What follows belongs to an exercise in optimizing a design on an open flow for small area, a short achievable clock period and few clock cycles per item; a production flow would make more cautious choices. The RTL was checked by simulation tests, not by an equivalence proof against the original design. Power is estimated from default activity; no workload was simulated. The flow treats the clock pin as an ideal source, which a real chip does not have.

== run A ==
==> flow/design.v (excerpt) <==
module cfl_parse (
    input  wire        clk,
    input  wire        rst,
    input  wire        in_valid,
    output wire        in_ready,
    input  wire [7:0]  in_data,
    input  wire        in_last,
    input  wire [7:0]  in_ch,
    output reg         res_valid,
    output wire [3:0]  res_code,
    output reg         pok,
    output wire [7:0]  pch,
    output wire [63:0] pf1_mant,
    output wire [63:0] pf2_mant,
    output wire [63:0] pf3_mant,
    output wire [63:0] pf4_mant,
    output wire [63:0] pf5_mant,
    output wire [7:0]  pf1_scale,
    output wire [7:0]  pf2_scale,
    output wire [7:0]  pf3_scale,
    output wire [7:0]  pf4_scale,
    output wire [7:0]  pf5_scale,
    output reg  [7:0]  pgas_off,
    output reg  [7:0]  pgas_len
);
Settings: LEC_CHECK=0, CAP_MARGIN=20, CORE_MARGIN=2, CORE_UTILIZATION=40, SETUP_SLACK_MARGIN=3.6, SLEW_MARGIN=20; clock period 6.0 ns.
standard.sh (not shown) runs the stock make flow with config.mk's settings and CLKGATE_MAP_FILE= SYNTH_SCRIPT=/design/flow/synth_recipe.tcl, a recipe that flattens the netlist after the stock synthesis.
==> flow/flow/run.sh <==
#!/bin/bash
# The standard layout (standard.sh, ORFS synthesis to finish), with two
# changes to how cells are chosen:
#  - port buffers are buf_1 cells (ORFS otherwise picks clkdlybuf4s50_1);
#  - clock tree synthesis uses no dummy loads, and clusters of up to 32 sinks.
# Each step's full output is kept in this folder: make.log here, and ORFS's
# per-step logs under orfs/logs.
set -euo pipefail
export BUFFER_PORTS_ARGS="-buffer_cell sky130_fd_sc_hd__buf_1"
export CTS_ARGS="-sink_clustering_enable -repair_clock_nets -dont_use_dummy_load -sink_clustering_size 32 -sink_clustering_max_diameter 100"
bash ./standard.sh finish > make.log 2>&1
Testbench counts of run A, summed over its fixed seeds: cycles 71,194, lines 1,600.
diff inputs: run A => run B
- SETUP_SLACK_MARGIN changed from 3.6 to 3.5
## What came out
Compared with run A, run B ends up with less cell area. Comparing run B against run A, there is no change at all in number of max-cap violations. Compared with run A, in run B net switching power fell 0.000026 W; average footprint of a synthesized cell about even.
Edits applied to the flow inputs when going from run B to run C:
- CORE_UTILIZATION now 60, was 40
- PLACE_DENSITY now 0.75, previously not set
Cmp run B and run C / areal power density over the cells / lower: run C. Cell area after placement in run C is about 1.4% lower than in run B. Run C vs run B: number of global-route vias before repair down slightly. Run B reports its critical path capture point as acc[43] while run C reports acc[45]. Wire length of the first global-routing pass: run C lower than run B. From run B to run C the numbers moved as follows: post-route cell area fell by 270 um2, pin slew with the least headroom to its limit rose by 0.048 ns, global-route usage rose by 6.5 points, sequential-to-total area share from yosys stat stayed essentially flat. Relative to run B, run C improves HPWL after detailed placement.
> inputs changed (run C -> run D)
- PLACE_DENSITY removed (was 0.75)
- CORE_UTILIZATION changed from 60 to 40
==> flow/flow/run.sh <==
#!/bin/bash
# The standard layout (standard.sh, ORFS synthesis to finish), with two
# changes to how cells are chosen:
#  - port buffers are buf_1 cells (ORFS otherwise picks clkdlybuf4s50_1);
#  - clock tree synthesis uses no dummy loads, and clusters of up to 28 sinks.
# Each step's full output is kept in this folder: make.log here, and ORFS's
# per-step logs under orfs/logs.
set -euo pipefail
export BUFFER_PORTS_ARGS="-buffer_cell sky130_fd_sc_hd__buf_1"
export CTS_ARGS="-sink_clustering_enable -repair_clock_nets -dont_use_dummy_load -sink_clustering_size 28 -sink_clustering_max_diameter 90"
bash ./standard.sh finish > make.log 2>&1
==> comparison <==
Per the final summary, run D finished and its layout is clean on timing, DRC and antenna. Run D vs run C, largest net degree at the start of global routing went up by 5.6%. Run D vs run C — area growth from synthesis to layout rose 1.4 points. Looking at standard cell with the maximum stage delay on the critical path, the or3_4 result is from run D; the dfxtp_1 one comes from run C. The lower setup slack of run C and run D is in run C. Layout buffer count excluding clock buffers (run D vs. run C) decreases by a few percent. Run C ended up with acc[18] as its beginning of the critical path; run D ended up with e0[2].


cfl_parse, a different RTL version from the one above (not shown whole).
For scale: about 760 flip-flops, about 410 I/O pins, about 26000 um^2 of cells after synthesis.
Settings: LEC_CHECK=0, ABC_AREA=1, CAP_MARGIN=20, CORE_MARGIN=2, CORE_UTILIZATION=40, SETUP_SLACK_MARGIN=3.9, SLEW_MARGIN=20; clock period 6.0 ns.
==> flow/flow/run.sh <==
#!/bin/bash
# The standard layout (standard.sh, ORFS synthesis to finish), with two
# changes to how cells are chosen:
#  - port buffers are buf_1 cells (ORFS otherwise picks clkdlybuf4s50_1);
#  - clock tree synthesis uses no dummy loads, and clusters of up to 32 sinks.
# Each step's full output is kept in this folder: make.log here, and ORFS's
# per-step logs under orfs/logs.
set -euo pipefail
export BUFFER_PORTS_ARGS="-buffer_cell sky130_fd_sc_hd__buf_1"
export CTS_ARGS="-sink_clustering_enable -repair_clock_nets -dont_use_dummy_load -sink_clustering_size 32 -sink_clustering_max_diameter 100"
bash ./standard.sh finish > make.log 2>&1
Testbench counts at the start, summed over its fixed seeds: cycles 71,183, lines 1,600.
Change:
--- a/flow/config.mk
+++ b/flow/config.mk
@@ -10,4 +10,4 @@
 export CORE_MARGIN = 2
 export CORE_UTILIZATION = 40
-export SETUP_SLACK_MARGIN = 3.9
+export SETUP_SLACK_MARGIN = 3.6
 export SLEW_MARGIN = 20
Outcome: The changed run produced a clean layout; critical path depth stays the same; clock power decreases by about 2%; setup slack gets better by 0.015 ns; combinational power drops by 43%; synthesized area is unchanged; global-route usage came out lower by 2.3 points; clock skew climbs by 0.022 ns; core utilization went down by 8.3 points; routed wire length falls by about 15%; register-to-register slack degrades by 0.08 ns; non-clock buffer count decreases by 183.


Another version of the RTL of cfl_parse (not shown whole).
For scale: roughly 2400 cells after synthesis, about 750 flip-flops, roughly 410 I/O pins.
## cfl_parse
module cfl_parse (
    input  wire        clk,
    input  wire        rst,
    input  wire        in_valid,
    output wire        in_ready,
    input  wire [7:0]  in_data,
    input  wire        in_last,
    input  wire [7:0]  in_ch,
    output reg         res_valid,
    output wire [3:0]  res_code,
    output reg         pok,
    output wire [7:0]  pch,
    output wire [63:0] pf1_mant,
    output wire [63:0] pf2_mant,
    output wire [63:0] pf3_mant,
    output wire [63:0] pf4_mant,
    output wire [63:0] pf5_mant,
    output wire [7:0]  pf1_scale,
    output wire [7:0]  pf2_scale,
    output wire [7:0]  pf3_scale,
    output wire [7:0]  pf4_scale,
    output wire [7:0]  pf5_scale,
    output reg  [7:0]  pgas_off,
    output reg  [7:0]  pgas_len
);
clock: 6.0 ns
lec_check: 0
abc_area: 1
cap_margin: 20
core_margin: 2
core_utilization: 40
setup_slack_margin: 3.3
slew_margin: 20
Scripts as last shown in full above: flow/flow/run.sh
Testbench counts at the start, summed over its fixed seeds: cycles 71,183, lines 1,600.
Edit:
SETUP_SLACK_MARGIN = 3.6   (was 3.3)
Result: Non-clock buffer count increases by 8; combinational power went up by about 7%; hold slack barely changes; synthesized cell count is unchanged; power grows by 0.71%; wire length rose by about 3%; clock skew is about the same; critical path depth came out lower by 11; global-route usage increases by 0.12 points; utilization rises by 1.0 points; setup slack improves by 130 ps.
Edit:
ABC_AREA = unset   (was 1)
SETUP_SLACK_MARGIN = 3.3   (was 3.6)
Outcome:
- The new run finished with timing, DRC and antenna clean
- hold slack is worse by 11 ps
- global-route usage went down by 0.56 points
- power rises by about 6%
- fmax shrinks by about 15%
- sequential power rises by about 5%
- clock skew shrinks by 6.7 ps
- wire length is lower by 11%
- via count decreases by about 17%
- cell area drops by 6.0%
- register-to-register slack degrades by 430 ps


yarrow:
cfl_parse with an RTL version that a note above also has.
For scale: roughly 1800 cells after synthesis, ~410 I/O pins, roughly 26000 um2 of cells after synthesis.
## cfl_parse
module cfl_parse (
    input  wire        clk,
    input  wire        rst,
    input  wire        in_valid,
    output wire        in_ready,
    input  wire [7:0]  in_data,
    input  wire        in_last,
    input  wire [7:0]  in_ch,
    output reg         res_valid,
    output wire [3:0]  res_code,
    output reg         pok,
    output wire [7:0]  pch,
    output wire [63:0] pf1_mant,
    output wire [63:0] pf2_mant,
    output wire [63:0] pf3_mant,
    output wire [63:0] pf4_mant,
    output wire [63:0] pf5_mant,
    output wire [7:0]  pf1_scale,
    output wire [7:0]  pf2_scale,
    output wire [7:0]  pf3_scale,
    output wire [7:0]  pf4_scale,
    output wire [7:0]  pf5_scale,
    output reg  [7:0]  pgas_off,
    output reg  [7:0]  pgas_len
);
==> flow/config.mk <==
export PLATFORM = sky130hd
export DESIGN_NAME = cfl_parse
export DESIGN_NICKNAME = cfl_parse
export VERILOG_FILES = /design/flow/design.v
export SDC_FILE = /design/flow/constraint.sdc
export NUM_CORES = 4
export LEC_CHECK = 0
export CAP_MARGIN = 20
export CORE_MARGIN = 2
export CORE_UTILIZATION = 40
export SETUP_SLACK_MARGIN = 3.8
export SLEW_MARGIN = 20
==> flow/constraint.sdc <==
create_clock -name core_clock -period 6.0 [get_ports {clk}]
set_input_delay 1.2000 -clock core_clock [delete_from_list [all_inputs] [get_ports {clk}]]
set_output_delay 1.2000 -clock core_clock [all_outputs]
set_load 0.01 [all_outputs]
Scripts as last shown in full above: flow/flow/run.sh
yarrow ran to completion and came out clean on the timing, DRC and antenna checks.
Testbench counts of yarrow, summed over its fixed seeds: cycles 71,194, lines 1,600.
What nickel does differently from yarrow at the input level:
# yarrow
export LEC_CHECK = 0
export CAP_MARGIN = 20
export CORE_MARGIN = 2
export CORE_UTILIZATION = 40
export SETUP_SLACK_MARGIN = 3.8
export SLEW_MARGIN = 20
create_clock -name core_clock -period 6.0 [get_ports {clk}]
# nickel
export LEC_CHECK = 0
export CAP_MARGIN = 20
export CORE_MARGIN = 2
export CORE_UTILIZATION = 40
export SETUP_SLACK_MARGIN = 3.3
export SLEW_MARGIN = 20
create_clock -name core_clock -period 6.0 [get_ports {clk}]
## What came out
yarrow consumes more power than nickel.
nickel | status: complete | timing, DRC, antenna: pass
Diff yarrow..nickel | aggregate global routing overflow | unchanged
Final cell area excluding filler cells ended up 5600 um2 lower on nickel than on yarrow.
The routed wire length of nickel was superior to that of yarrow.
[compare] base=yarrow new=nickel: leakage power moved down; register-to-register slack moved down.

[static timing again, ports no longer ideal]
Ports are ideal in the flow. The routed layouts listed here were re-timed in OpenROAD.
Step 1 (the two cells are an assumption about what drives the block):
set clk [get_ports {clk}]
set_driving_cell -lib_cell sky130_fd_sc_hd__clkbuf_16 $clk
set_driving_cell -lib_cell sky130_fd_sc_hd__buf_2 [delete_from_list [all_inputs] $clk]
Step 2 moves the port delays by t, midway between the first and last clock arrival at a register: inputs arrive t later, outputs are due t later. That takes back most of the time a late clock gives input paths.
Slacks: ideal ports / drivers / drivers and shift; pairs: ideal ports / drivers.
| run | t, ns | slack for setup (ns) | latest minus earliest clock arrival (ns) |
|---|---|---|---|
| run A | 0.624 | 3.315 / 3.315 / 3.315 | 0.054 / 0.054 |
| run B | 0.606 | 3.300 / 3.300 / 3.152 | 0.062 / 0.062 |
| run C | 0.634 | 3.216 / 3.216 / 3.216 | 0.053 / 0.052 |
| run D | 0.619 | 3.267 / 3.267 / 3.267 | 0.065 / 0.065 |
| the first run of note 2 | 0.670 | 3.629 / 3.565 / 3.478 | 0.065 / 0.065 |
| the second run of note 2 | 0.655 | 3.644 / 3.584 / 3.378 | 0.088 / 0.088 |
| the first run of note 3 | 0.655 | 3.536 / 3.503 / 3.138 | 0.071 / 0.072 |
| the second run of note 3 | 0.655 | 3.662 / 3.602 / 3.358 | 0.073 / 0.072 |
| the third run of note 3 | 0.649 | 3.249 / 3.249 / 3.046 | 0.067 / 0.066 |
| yarrow | 0.615 | 3.383 / 3.383 / 3.291 | 0.085 / 0.085 |
| nickel | 0.665 | 3.256 / 3.256 / 3.256 | 0.068 / 0.067 |
After both steps every run listed still meets setup and hold. For the first run of note 3, which loses most, drivers alone change the setup slack by -0.033 ns; drivers and shift together by -0.398 ns.
